Context: an optimization exercise on an open-source flow, tuned for small area, a short achievable clock period and few clock cycles per item. The choices shown serve that exercise and are no tape-out recipe. The RTL of this run was laid out without a check of its function. Power is estimated from default activity; no workload was simulated.

[flow/config.mk]
export PLATFORM = sky130hd
export DESIGN_NAME = frame_decoder
export DESIGN_NICKNAME = frame_decoder
export VERILOG_FILES = /design/flow/design.v
export SDC_FILE = /design/flow/constraint.sdc
export NUM_CORES = 4
export LEC_CHECK = 0
export CAP_MARGIN = 40
export CORE_MARGIN = 2
export CORE_UTILIZATION = 65
export CTS_BUF_LIST = sky130_fd_sc_hd__clkbuf_8
export PLACE_DENSITY = 0.72
export SLEW_MARGIN = 40
[flow/constraint.sdc]
create_clock -name core_clock -period 12.0 [get_ports {clk}]
set_input_delay 2.4000 -clock core_clock [delete_from_list [all_inputs] [get_ports {clk}]]
set_output_delay 2.4000 -clock core_clock [all_outputs]
set_load 0.01 [all_outputs]
[flow/design.v]
module crc64_nvme_byte (
    input  wire [63:0] crc_in,
    input  wire [7:0]  data,
    input  wire        hold,
    output wire [63:0] crc_out
);
    localparam [63:0] POLY_R = 64'h9A6C9329AC4BC9B5;
    reg [63:0] c;
    integer i;
    always @(*) begin
        c = {56'd0, (crc_in[7:0] ^ data) & {8{~hold}}};
        for (i = 0; i < 8; i = i + 1)
            c = (c >> 1) ^ (POLY_R & {64{c[0]}});
        c = c ^ {8'd0, crc_in[63:8]};
    end
    assign crc_out = c;
endmodule
module frame_decoder (
    input  wire        clk,
    input  wire        rst,           
    input  wire        cmd_valid,
    output reg         cmd_ready,
    input  wire [2:0]  cmd_op,
    input  wire [63:0] cmd_arg,
    output reg         rsp_valid,
    output wire [7:0]  rsp_status,
    output wire [7:0]  rsp_cause,
    output wire [63:0] rsp_result,
    input  wire        in_valid,
    output reg         in_ready,
    input  wire [7:0]  in_data,
    output wire        out_valid,
    input  wire        out_ready,
    output wire [7:0]  out_data
);
    localparam [2:0] OP_INIT     = 3'd0;
    localparam [2:0] OP_GET_LCS  = 3'd1;
    localparam [2:0] OP_GET_OFF  = 3'd2;
    localparam [2:0] OP_RESET    = 3'd3;
    localparam [2:0] OP_FINALIZE = 3'd4;
    localparam [5:0] C_BAD_VERSION     = 6'h11;
    localparam [5:0] C_LENGTH_MISMATCH = 6'h12;
    localparam [5:0] C_BAD_FLAGS       = 6'h13;
    localparam [5:0] C_ZERO_SEGMENTS   = 6'h14;
    localparam [5:0] C_SEQUENCE        = 6'h15;
    localparam [5:0] C_CONTENT_OVERRUN = 6'h16;
    localparam [5:0] C_PAST_END        = 6'h17;
    localparam [5:0] C_FINAL_OFFSET    = 6'h18;
    localparam [5:0] C_SEGMENT_CRC     = 6'h20;
    localparam [5:0] C_MESSAGE_CRC     = 6'h21;
    reg        valid;             
    reg        fault;
    reg [5:0]  fcause;            
    reg r_hdr, r_shdr, r_cont, r_sftr, r_mftr, r_fread, r_done;
    reg [63:0] xlen;              
    reg        crc_on;            
    reg [15:0] seg_count;         
    reg [63:0] offset;
    reg [15:0] seg_num;
    reg [63:0] seg_rem;           
    reg [63:0] seg_crc;           
    reg [63:0] msg_crc;           
    reg        p_hdr, p_shdr, p_cont, p_sftr, p_mftr;    
    reg [63:0] boundary;
    reg        has_b;             
    reg [15:0] b_seg_num;
    reg [63:0] b_msg_crc;
    reg [3:0]  pend_k;            
    reg        save;              
    reg [3:0]  hcnt;              
    reg        lastb;             
    reg        rem1;              
    reg        last_s;            
    reg        last_n;            
    reg        perr;              
    reg        len_nz;            
    reg [7:0]  pb;                
    reg [7:0]  bsel;              
    reg [1:0]  pbw;               
    reg        ovf;               
    reg [7:0]  e0;                
    reg        ez;                
    reg [7:0]  ob0, ob1;
    reg        ov0, ov1;
    reg        go_init, go_reset, go_fin, go_lcs;
    reg        pending;           
    reg        swapped;           
    reg [2:0]  st_r;
    reg [6:0]  ca_r;
    assign out_valid  = ov0;
    assign out_data   = ob0;
    assign rsp_status = {5'd0, st_r};
    assign rsp_cause  = {1'b0, ca_r};
    assign rsp_result = offset;
    wire take     = in_valid & in_ready;
    wire cmd_fire = cmd_valid & cmd_ready;
    wire footer   = r_sftr | r_mftr;
    wire tl       = take & lastb;             
    wire tc       = take & r_cont;            
    wire init_now = cmd_fire & (cmd_op == OP_INIT);
    wire slow_cmd = (cmd_op == OP_GET_LCS) | (cmd_op == OP_RESET);
    wire swap_bk  = swapped & rsp_valid;
    wire swap     = go_lcs | swap_bk;
    function gt8;
        input [7:0] a, b;
        reg g, e;
        integer i;
        begin
            g = 1'b0;
            e = 1'b1;
            for (i = 7; i >= 0; i = i - 1) begin
                g = g | (e & a[i] & ~b[i]);
                e = e & ~(a[i] ^ b[i]);
            end
            gt8 = g;
        end
    endfunction
    wire [63:0] off_k = offset + {60'd0, pend_k};
    wire [15:0] snp1   = seg_num + 16'd1;
    wire        x_hi0  = (xlen[63:5] == 59'd0);
    wire        x_lt13 = x_hi0 & (xlen[4:0] < 5'd13);
    wire        x_lt23 = x_hi0 & (xlen[4:0] < 5'd23);
    wire e_lt8  = ez & (e0 < 8'd8);
    wire e_lt10 = ez & (e0 < 8'd10);
    wire e_lt16 = ez & (e0 < 8'd16);
    wire e_lt18 = ez & (e0 < 8'd18);
    wire e_eq0  = ez & (e0 == 8'd0);
    wire e_eq16 = ez & (e0 == 8'd16);
    wire [63:0] seg_crc_nx, msg_crc_nx;
    crc64_nvme_byte u_seg_crc (.crc_in(seg_crc), .data(ob1), .hold(p_sftr), .crc_out(seg_crc_nx));
    crc64_nvme_byte u_msg_crc (.crc_in(msg_crc), .data(ob1), .hold(p_mftr), .crc_out(msg_crc_nx));
    wire [7:0]  seg_now = p_shdr ? 8'hff : (p_cont | p_sftr) ? seg_crc_nx[7:0] : seg_crc[7:0];
    wire [7:0]  msg_now = p_hdr  ? 8'hff : (p_cont | p_mftr) ? msg_crc_nx[7:0] : msg_crc[7:0];
    reg        berr;
    reg [5:0]  bcode;
    always @(*) begin
        berr  = 1'b0;
        bcode = C_BAD_VERSION;
        if (r_hdr) begin
            if (hcnt == 4'd0) begin
                berr = (in_data != 8'd1);  bcode = C_BAD_VERSION;
            end else if (hcnt <= 4'd8) begin
                berr = (in_data != pb);    bcode = C_LENGTH_MISMATCH;
            end else if (hcnt == 4'd9) begin
                berr = (in_data[7:1] != 7'd0); bcode = C_BAD_FLAGS;
            end else if (hcnt == 4'd10) begin
                berr = (in_data != 8'd0);  bcode = C_BAD_FLAGS;
            end
        end else if (r_shdr) begin
            bcode = C_SEQUENCE;
            if (hcnt == 4'd0)      berr = (in_data != snp1[7:0]);
            else if (hcnt == 4'd1) berr = (in_data != snp1[15:8]);
        end else begin
            bcode = r_sftr ? C_SEGMENT_CRC : C_MESSAGE_CRC;
            berr  = (in_data != ~(r_sftr ? seg_now : msg_now));
        end
    end
    wire       ovf_nx  = gt8(in_data, pb) | (ovf & (in_data == pb));
    wire [7:0] pbo     = pb - {7'd0, ovf};
    wire       e_byte0 = (in_data == pbo);
    wire [7:0] e_byte  = pbo - in_data;
    wire       nz_nx   = len_nz | (in_data != 8'd0);
    wire       zero_c  = (seg_count[7:0] == 8'd0) & (in_data == 8'd0);
    wire       ez_z    = ez & (pbo == 8'd0);
    wire       ez_lt8  = ez_z & (e0 < 8'd8);
    wire       ez_lt10 = ez_z & (e0 < 8'd10);
    wire       ez_eq0  = ez_z & (e0 == 8'd0);
    reg  [7:0] x_byte, o_byte;
    integer bi;
    always @(*) begin
        x_byte = 8'd0;
        o_byte = 8'd0;
        for (bi = 0; bi < 8; bi = bi + 1) begin
            x_byte = x_byte | (xlen[8 * bi +: 8] & {8{bsel[bi]}});
            o_byte = o_byte | (offset[8 * bi +: 8] & {8{bsel[bi]}});
        end
        o_byte = o_byte & {8{~r_hdr}};
    end
    wire       pb_first = r_shdr & (hcnt == 4'd1);
    wire [1:0] pbw_in  = (r_shdr & !pb_first) ? pbw : 2'd0;
    wire [9:0] pb_sub  = {2'd0, x_byte} - {2'd0, o_byte} - (pb_first ? 10'd10 : {8'd0, pbw_in});
    wire [1:0] pbw_nx  = pb_sub[9] ? (pb_sub[8] ? 2'd1 : 2'd2) : 2'd0;
    wire flag   = r_hdr ? zero_c : r_shdr ? ovf_nx : berr;
    wire f_reg  = perr | (r_hdr ? x_lt23 : r_shdr ? 1'b0 :
                          r_sftr ? (last_s ? e_lt16 : e_lt18) : !e_eq16);
    wire f_ez   = r_shdr & (crc_on ? ez_lt8 : (last_n ? !ez_eq0 : ez_lt10));
    wire f_cont = rem1 & (crc_on ? e_lt8 : (last_s ? !e_eq0 : e_lt10));
    wire fault_now = (tc & f_cont) | (tl & (f_reg | flag | (f_ez & !nz_nx)));
    wire n_fault = !go_init & (fault | fault_now);
    wire n_valid = valid | go_init;
    reg [5:0] c_set, c_clr;       
    always @(*) begin
        c_set = fcause;
        c_clr = fcause;
        if (r_cont) begin
            c_set = (crc_on | !last_s) ? C_PAST_END : C_FINAL_OFFSET;
            c_clr = c_set;
        end else if (!lastb) begin
            if (!perr) begin c_set = bcode; c_clr = bcode; end
        end else if (r_hdr) begin
            if (!perr) begin c_set = C_ZERO_SEGMENTS; c_clr = C_PAST_END; end
        end else if (r_shdr) begin
            if (!perr) begin
                c_set = C_CONTENT_OVERRUN;
                c_clr = (crc_on | !last_n) ? C_PAST_END : C_FINAL_OFFSET;
            end
        end else if (r_sftr) begin
            c_set = C_SEGMENT_CRC;
            c_clr = perr ? C_SEGMENT_CRC : C_PAST_END;
        end else begin
            c_set = C_MESSAGE_CRC;
            c_clr = perr ? C_MESSAGE_CRC : C_FINAL_OFFSET;
        end
    end
    wire [5:0] n_fcause = take ? (flag ? c_set : c_clr) : fcause;
    reg  run;
    wire b_lt_c   = (b_seg_num < seg_count);
    wire stop_now = (tc & rem1 & !crc_on & last_s) |
                    (tl & (r_mftr | (r_shdr & !crc_on & last_n & !nz_nx)));
    wire n_run    = go_init ? 1'b1 :
                    go_reset ? !(has_b & !b_lt_c & !crc_on) :
                    run & !(fault_now | stop_now);
    reg        n_hdr, n_shdr, n_cont, n_sftr, n_mftr, n_fread, n_done;
    always @(*) begin
        {n_hdr, n_shdr, n_cont, n_sftr, n_mftr, n_fread, n_done} =
            {r_hdr, r_shdr, r_cont, r_sftr, r_mftr, r_fread, r_done};
        if (go_init) begin
            {n_hdr, n_shdr, n_cont, n_sftr, n_mftr, n_fread, n_done} = 7'b1000000;
        end else if (go_reset) begin
            if (!has_b)
                {n_hdr, n_shdr, n_cont, n_sftr, n_mftr, n_fread, n_done} = 7'b1000000;
            else if (b_lt_c)
                {n_hdr, n_shdr, n_cont, n_sftr, n_mftr, n_fread, n_done} = 7'b0100000;
            else if (crc_on)
                {n_hdr, n_shdr, n_cont, n_sftr, n_mftr, n_fread, n_done} = 7'b0000100;
            else
                {n_hdr, n_shdr, n_cont, n_sftr, n_mftr, n_fread, n_done} = 7'b0000010;
        end else if (go_fin) begin
            {n_hdr, n_shdr, n_cont, n_sftr, n_mftr, n_fread, n_done} = 7'b0000001;
        end else if (tc) begin
            if (rem1) begin
                n_cont = 1'b0;
                if (crc_on)      n_sftr  = 1'b1;
                else if (last_s) n_fread = 1'b1;
                else             n_shdr  = 1'b1;
            end
        end else if (tl) begin
            if (r_hdr) begin
                n_hdr = 1'b0; n_shdr = 1'b1;
            end else if (r_shdr) begin
                n_shdr = 1'b0;
                if (nz_nx)       n_cont  = 1'b1;
                else if (crc_on) n_sftr  = 1'b1;
                else if (last_n) n_fread = 1'b1;
                else             n_shdr  = 1'b1;
            end else if (r_sftr) begin
                n_sftr = 1'b0;
                if (last_s) n_mftr = 1'b1;
                else        n_shdr = 1'b1;
            end else begin
                n_mftr = 1'b0; n_fread = 1'b1;
            end
        end
    end
    wire step_ok = !(perr | flag | (r_hdr & x_lt13));
    wire n_save  = (tc & rem1 & !crc_on) |
                   (tl & step_ok & (r_sftr | (r_shdr & !nz_nx & !crc_on)));
    wire push  = tc;
    wire pop   = ov0 & out_ready;
    wire n_ov0 = ov1 | push | (ov0 & !pop);
    wire n_ov1 = ov1 ? !pop : (push & ov0 & !pop);
    always @(posedge clk) begin
        if (rst) begin
            valid     <= 1'b0;
            fault     <= 1'b0;
            in_ready  <= 1'b0;
            run       <= 1'b0;
            ov0       <= 1'b0;
            ov1       <= 1'b0;
            cmd_ready <= 1'b1;
            go_init   <= 1'b0;
            go_reset  <= 1'b0;
            go_fin    <= 1'b0;
            go_lcs    <= 1'b0;
            pending   <= 1'b0;
            swapped   <= 1'b0;
            rsp_valid <= 1'b0;
            pend_k    <= 4'd0;
            save      <= 1'b0;
        end else begin
            valid     <= n_valid;
            fault     <= n_fault;
            run       <= n_run;
            in_ready  <= n_run & !(n_ov0 & n_ov1);
            ov0       <= n_ov0;
            ov1       <= n_ov1;
            cmd_ready <= !cmd_fire;
            go_init   <= cmd_fire & (cmd_op == OP_INIT);
            go_reset  <= cmd_fire & (cmd_op == OP_RESET) & valid & !fault;
            go_fin    <= cmd_fire & (cmd_op == OP_FINALIZE) & valid & !fault & (r_fread | r_done);
            go_lcs    <= cmd_fire & (cmd_op == OP_GET_LCS) & valid;
            pending   <= (cmd_fire & slow_cmd) | ((cmd_fire | pending) & n_ov0);
            rsp_valid <= ((cmd_fire & !slow_cmd) | pending) & !n_ov0;
            swapped   <= go_lcs | (swapped & !rsp_valid);
            pend_k    <= tc ? 4'd1 : !(tl & step_ok) ? 4'd0 :
                         r_hdr ? 4'd13 : r_shdr ? 4'd10 : 4'd8;
            save      <= n_save;
        end
    end
    always @(posedge clk) begin
        fcause <= n_fcause;
        {r_hdr, r_shdr, r_cont, r_sftr, r_mftr, r_fread, r_done} <=
            {n_hdr, n_shdr, n_cont, n_sftr, n_mftr, n_fread, n_done};
        if (!ov0 | pop) ob0 <= ov1 ? ob1 : in_data;
        if (push) ob1 <= in_data;
        if (cmd_fire) begin
            st_r <= 3'd0;
            ca_r <= 7'd0;
            if (cmd_op == OP_INIT) xlen <= cmd_arg;
            if (cmd_op > OP_FINALIZE) begin
                st_r <= 3'd5; ca_r <= 7'h50;
            end else if (cmd_op == OP_INIT) begin
            end else if (!valid) begin
                st_r <= 3'd6; ca_r <= 7'h60;
            end else if (cmd_op == OP_GET_LCS || cmd_op == OP_GET_OFF) begin
            end else if (fault) begin
                st_r <= 3'd7; ca_r <= {1'b0, fcause};
            end else if (cmd_op == OP_FINALIZE && !(r_fread | r_done)) begin
                st_r <= 3'd3; ca_r <= 7'h30;
            end
        end
        offset <= init_now ? 64'd0 : (go_reset | swap) ? boundary : off_k;
        if (go_init | swap | save)
            boundary <= go_init ? 64'd0 : off_k;
        if (go_init | save)
            has_b <= !go_init;
        if (save) begin
            b_seg_num <= seg_num;
            b_msg_crc <= msg_crc;
        end
        if (go_reset | (take & (r_hdr | (r_shdr & lastb))))
            seg_num <= go_reset ? b_seg_num : r_hdr ? 16'd0 : snp1;
        last_n <= (snp1 == seg_count);
        if (go_reset)
            last_s <= (b_seg_num == seg_count);
        else if (take & r_shdr & lastb)
            last_s <= last_n;
        if (take & r_hdr & (hcnt == 4'd9))  crc_on <= in_data[0];
        if (take & r_hdr & (hcnt == 4'd11)) seg_count[7:0] <= in_data;
        if (take & r_hdr & (hcnt == 4'd12)) seg_count[15:8] <= in_data;
        if (go_init | go_reset) begin
            hcnt  <= 4'd0;
            lastb <= 1'b0;
            perr  <= 1'b0;
        end else if (take) begin
            if (lastb | r_cont) begin
                hcnt  <= 4'd0;
                lastb <= 1'b0;
                perr  <= 1'b0;
            end else begin
                hcnt  <= hcnt + 4'd1;
                lastb <= (r_hdr & (hcnt == 4'd11)) | (r_shdr & (hcnt == 4'd8)) |
                         (footer & (hcnt == 4'd6));
                perr  <= perr | berr;
            end
        end
        if (take) begin
            seg_rem <= r_cont ? seg_rem - 64'd1 : {in_data, seg_rem[63:8]};
            rem1    <= r_cont ? (seg_rem == 64'd2) :
                       ((in_data == 8'd0) & (seg_rem[63:16] == 48'd0) & (seg_rem[15:8] == 8'd1));
            len_nz  <= (r_shdr & (hcnt >= 4'd2)) & nz_nx;
            ovf     <= (r_shdr & (hcnt >= 4'd2)) & ovf_nx;
            pbw     <= pbw_nx;
        end
        if (take) pb <= pb_sub[7:0];
        if (go_init | go_reset)
            bsel <= 8'd1;
        else if (take)
            bsel <= (r_shdr & (hcnt == 4'd0)) ? 8'd1 : {bsel[6:0], bsel[7]};
        if (take & r_shdr & (hcnt == 4'd2)) e0 <= e_byte;
        if (take & r_shdr & (hcnt >= 4'd2))
            ez <= (ez | (hcnt == 4'd2)) & ((hcnt == 4'd2) | e_byte0);
        {p_hdr, p_shdr, p_cont, p_sftr, p_mftr} <=
            {5{take}} & {r_hdr, r_shdr, r_cont, r_sftr, r_mftr};
        if (p_shdr | p_cont | p_sftr)
            seg_crc <= p_shdr ? {64{1'b1}} : seg_crc_nx;
        if (go_reset | p_hdr | p_cont | p_mftr)
            msg_crc <= go_reset ? b_msg_crc : p_hdr ? {64{1'b1}} : msg_crc_nx;
    end
endmodule
[flow/flow/run.sh]
#!/bin/bash
# The standard layout (the standard.sh, unchanged synthesis), with two
# settings changed: timing repair aims at a setup slack of 8.2 ns instead of 0,
# so the layout reaches a shorter period, and the buffer put on every port is
# a buf_2 instead of the delay cell the resizer picks by default. Each ORFS
# step writes its own log under orfs/logs; make's output goes to the logs
# named below.
set -euo pipefail
bash standard.sh synth > synth_make.log 2>&1
bash standard.sh SETUP_SLACK_MARGIN=8.2 "BUFFER_PORTS_ARGS=-buffer_cell sky130_fd_sc_hd__buf_2" finish > layout_make.log 2>&1
[flow/standard.sh]
#!/bin/bash
# synth_recipe.tcl (not shown) runs the flow's synth.tcl, then flattens the netlist and writes it again
# the make line also repeats each setting of config.mk as NAME=value (left out here)
make -C /OpenROAD-flow-scripts/flow DESIGN_CONFIG=/design/flow/config.mk WORK_HOME=/design/flow/orfs CLKGATE_MAP_FILE= SYNTH_SCRIPT=/design/flow/synth_recipe.tcl "${@:-finish}"
==> impl_metrics.csv <==
group,metric,value,unit
outcome,status,"timing/DRC/antenna clean",
pwr,comb_power_share,0.091,
clock_tree,clock-root-buffer,"clkbuf_8",
synthesis,yosys-top-cells-area,"edfxtp_1 47%, xnor2_1 8.1%, dfxtp_1 7.1%",
die,ioPinCount,172,
die,start_util,0.661,
pwr,power.share.switching,0.250,
placed_design,globalplace.congestion,0.918,
pwr,peakVddDrop,0.118,mV
global_route,grt_pass1_wl,125000,µm
worst_setup_path,cp_data_required_time,12.45,ns
global_route,grt_max_degree,123,
clock_tree,h-tree-depth,3,
final_layout,seqCellArea,16900,µm²
synthesis,yosys_warnings,2,
timing,fin_tns_setup,0,ns
die,core_area,46800,µm²
worst_setup_path,startpoint,"in_data[7]",
final_layout,nNetsFinal,3190,
route,drc,0,
route,wl,80900,µm
worst_setup_path,cpPeakStageDelay,0.25,ns
route,vias,23300,
global_route,use_met3,0.0709,
synthesis,synth_compound_area_frac,0.108,
synthesis,synthTopCellsByCount,"489 x edfxtp_1, 360 x nor2_1, 287 x xnor2_1",
worst_setup_path,end_kind,"flip-flop",
min_path,hold_start,"msg_crc[58]",
pwr,power_density,132,nW/µm²
synthesis,synthMuxAreaShare,0.00275,
global_route,busiest_layer,"met2",
timing,period_minus_slack,4.00,ns
clock_tree,path_clk_slew,0.07,ns
route,routed_via_density,6.22,
synthesis,synth_top_area_share,0.475,
pwr,power_leakage,13.1,nW
timing,final-max-slew-violation-count,0,
clock_tree,cts_tree,"yes",
synthesis,ys_seq_elements,599,
global_route,met2_usage,0.516,
timing,finalCritPeriodShare,0.333,
final_layout,drive_gt1_frac,0.183,
global_route,grt_use_met1,0.428,
pwr,seqPwrFrac,0.506,
synthesis,yosysTopAreaCell,"edfxtp_1",
synthesis,yosysMostFrequentCell,"edfxtp_1",
synthesis,synth_xor_area_frac,0.135,
worst_setup_path,critPathLaunchType,"primary input",
synthesis,synth_fa_ha_area_frac,0.0244,
synthesis,syn_avg_cell_area,10.9,µm²
synthesis,async_flop_share,0,
timing,max_freq,250,MHz
global_route,grtUsageTotal,0.320,
run,cap_violations,0,
clock_tree,clock_latency,0.70,ns
route,drtAntennaViolNets,0,
final_layout,syn2layout_area_growth,15.6,%
synthesis,yosysUniqueCellTypes,80,
worst_setup_path,cp_slowest_cell,"ha_4",
pwr,p_sw,1.18,mW
worst_setup_path,critical_path.max_fanout,2,
worst_setup_path,critical_path_class,"primary input to flip-flop",
worst_setup_path,crit_arrival,4.45,ns
timing,hold_viol_final,0,
global_route,grt_antenna_before_repair,5,
synthesis,synth_area,30900,µm²
placed_design,dpl.hpwl,52900,µm
synthesis,seq_area_frac_synth,0.546,
placed_design,io_buffers,165,
synthesis,synth_simple_gate_area_share,0.157,
clock_tree,numCtsBuffers,98,
worst_setup_path,crit_chain,"buf_12 -> ha_4 -> and3_4 -> nand4b_1 -> nor4_4 -> nand2_1 -> and3_4 -> a21oi_2 -> or2_4 -> o31a_1 -> buf_4 -> nor2_2 -> o31a_1",
global_route,first_global_vias,22800,
pwr,clkPwrFrac,0.402,
die,fp.dieW,222,µm
die,die_h,222,µm
timing,holdWs,0.471,ns
pwr,intPower,3.54,mW
timing,clock-skew-final,0.0303,ns
clock_tree,clk_path_buf_depth,3,
route,drt_first_pass_iters,5,
timing,worst_pin_slew,0.912,ns
synthesis,synth_top_family_by_area,"simple AND/OR/NAND/NOR gates",
worst_setup_path,r2r-start,"ob1[6]",
clock_tree,cts_sinks,599,
min_path,hold_path.class,"flip-flop to flip-flop",
timing,setup_violations,0,
final_layout,fillers,3085,
synthesis,synth_edf_count,489,
timing,rsz0062_at_grt,"true",
route,drt-initial-drc-count,2443,
final_layout,multi_input_area,14000,µm²
synthesis,postSynthCellCount,2828,
placed_design,dp.cells,3486,
synthesis,ys.flop_type,"edfxtp_1",
die,dieArea,49300,µm²
global_route,grt_overflow,0,
route,wl_per_cell,21.6,µm
final_layout,layout.cells.non_filler,3747,
die,std_cell_rows,79,
timing,slew_headroom,0.384,
-- registers in the layout (all words and copies together) (netlist names), 64 cells and up --
| name | flops |
|---|---|
| b_msg_crc | 64 |
| seg_rem | 64 |
| seg_crc | 64 |
| boundary | 64 |
| xlen | 64 |
| offset | 64 |
| msg_crc | 64 |
-- cell type report --
class,count,share of cell area
tap,607,0.0212
clock buffer,112,0.0431
multi-input combinational,2020,0.391
timing repair buffer,258,0.0459
clock inverter,71,0.0154
antenna,4,0.000280
sequential,599,0.474
inverter,76,0.00920
-- timing repair --
item,CTS,global route
cloned,0,1
hold buffers,0,0
setup endpoints to repair,93,103
pin swaps,29,28
resized for setup,87,59
buffers inserted,49,23
-- stage by stage --
step	instance area (µm²)	utilization	worst slack (ns)	power [mW]
floorplan	31200	-	7.51	2.69
global placement	32300	0.691	7.08	2.82
detailed placement	32300	0.692	7.07	2.83
CTS	35300	0.755	8.09	4.73
global route	35800	0.765	7.93	4.88
finish	35800	0.765	8.00	4.73
-- critical path: cells and delay by family --
kind,cells,cell delay [ns]
adders and majority gates,1,0.25
buffers and inverters,2,0.26
AOI/OAI and AO/OA,3,0.59
and+or+nand+nor,7,0.96
-- power groups by stage --
stage	combinational [mW]	sequential, mW	clock [mW]
finish	0.430	2.39	1.90
global route	0.473	2.40	2.01
CTS	0.420	2.39	1.92
detailed placement	0.404	2.43	0
global placement	0.392	2.43	0
floorplan	0.281	2.40	0
-- routing by layer --
layer | wire (µm) | vias up
met5 | 11 | -
met4 | 2680 | 2
met3 | 7090 | 219
met2 | 38300 | 1120
met1 | 32800 | 11300
li1 | - | 10600
-- layout by cell type (no fill, tap or decap), types with 80 or more instances in the layout --
cell type  instances
edfxtp_1         489
o21ai_0           80
xnor2_1          264
buf_4             85
inv_1             99
a21oi_1          162
xor2_1           133
buf_2            157
nand2_1          146
nor2_1           356
clkbuf_8         113
dfxtp_1           81
-- path summary, 6_finish.rpt --
| path | endpoint | slack (ns) | cells past startpoint |
|---|---|---|---|
| setup / recovery | fcause[1] | 8.00 | 13 |
| hold / removal | b_msg_crc[58] | 0.47 | 0 |
| setup reg to reg | fcause[5] | 8.03 | 14 |
| hold reg to reg | b_msg_crc[58] | 0.47 | 0 |
-- cells by family (layout without fill, tap and decap cells) --
logic type / Yosys count / after routing
other: 1 / 10
and+or+nand+nor: 981 / 982
DFF: 599 / 599
AOI/OAI and AO/OA: 520 / 520
muxes: 8 / 8
xor gates and xnor gates: 446 / 446
adders and majority gates: 58 / 58
buffers and inverters: 215 / 517

## separate check: timing with driven ports
The flow's constraints put no driver on any port. The routed layout listed below was extracted and timed again, unchanged, in two steps.
Step 1 (the two cells are an assumption about what drives the block):
set clk [get_ports {clk}]
set_driving_cell -lib_cell sky130_fd_sc_hd__clkbuf_16 $clk
set_driving_cell -lib_cell sky130_fd_sc_hd__buf_2 [delete_from_list [all_inputs] $clk]
Step 2, shift: input delay + t, output delay - t, t = (earliest + latest rising clock arrival at the registers) / 2. This alone moves slack from input paths to output paths.
a / b / c = ideal ports / drivers / drivers and shift; a / b = the first two.
t, ns: 0.744
setup WS [ns]: 7.999 / 7.998 / 7.253
latest minus earliest clock arrival (ns): 0.030 / 0.031
After both steps setup and hold are still met in this run. For this run, drivers alone change the setup slack by -0.001 ns; drivers and shift together by -0.746 ns.
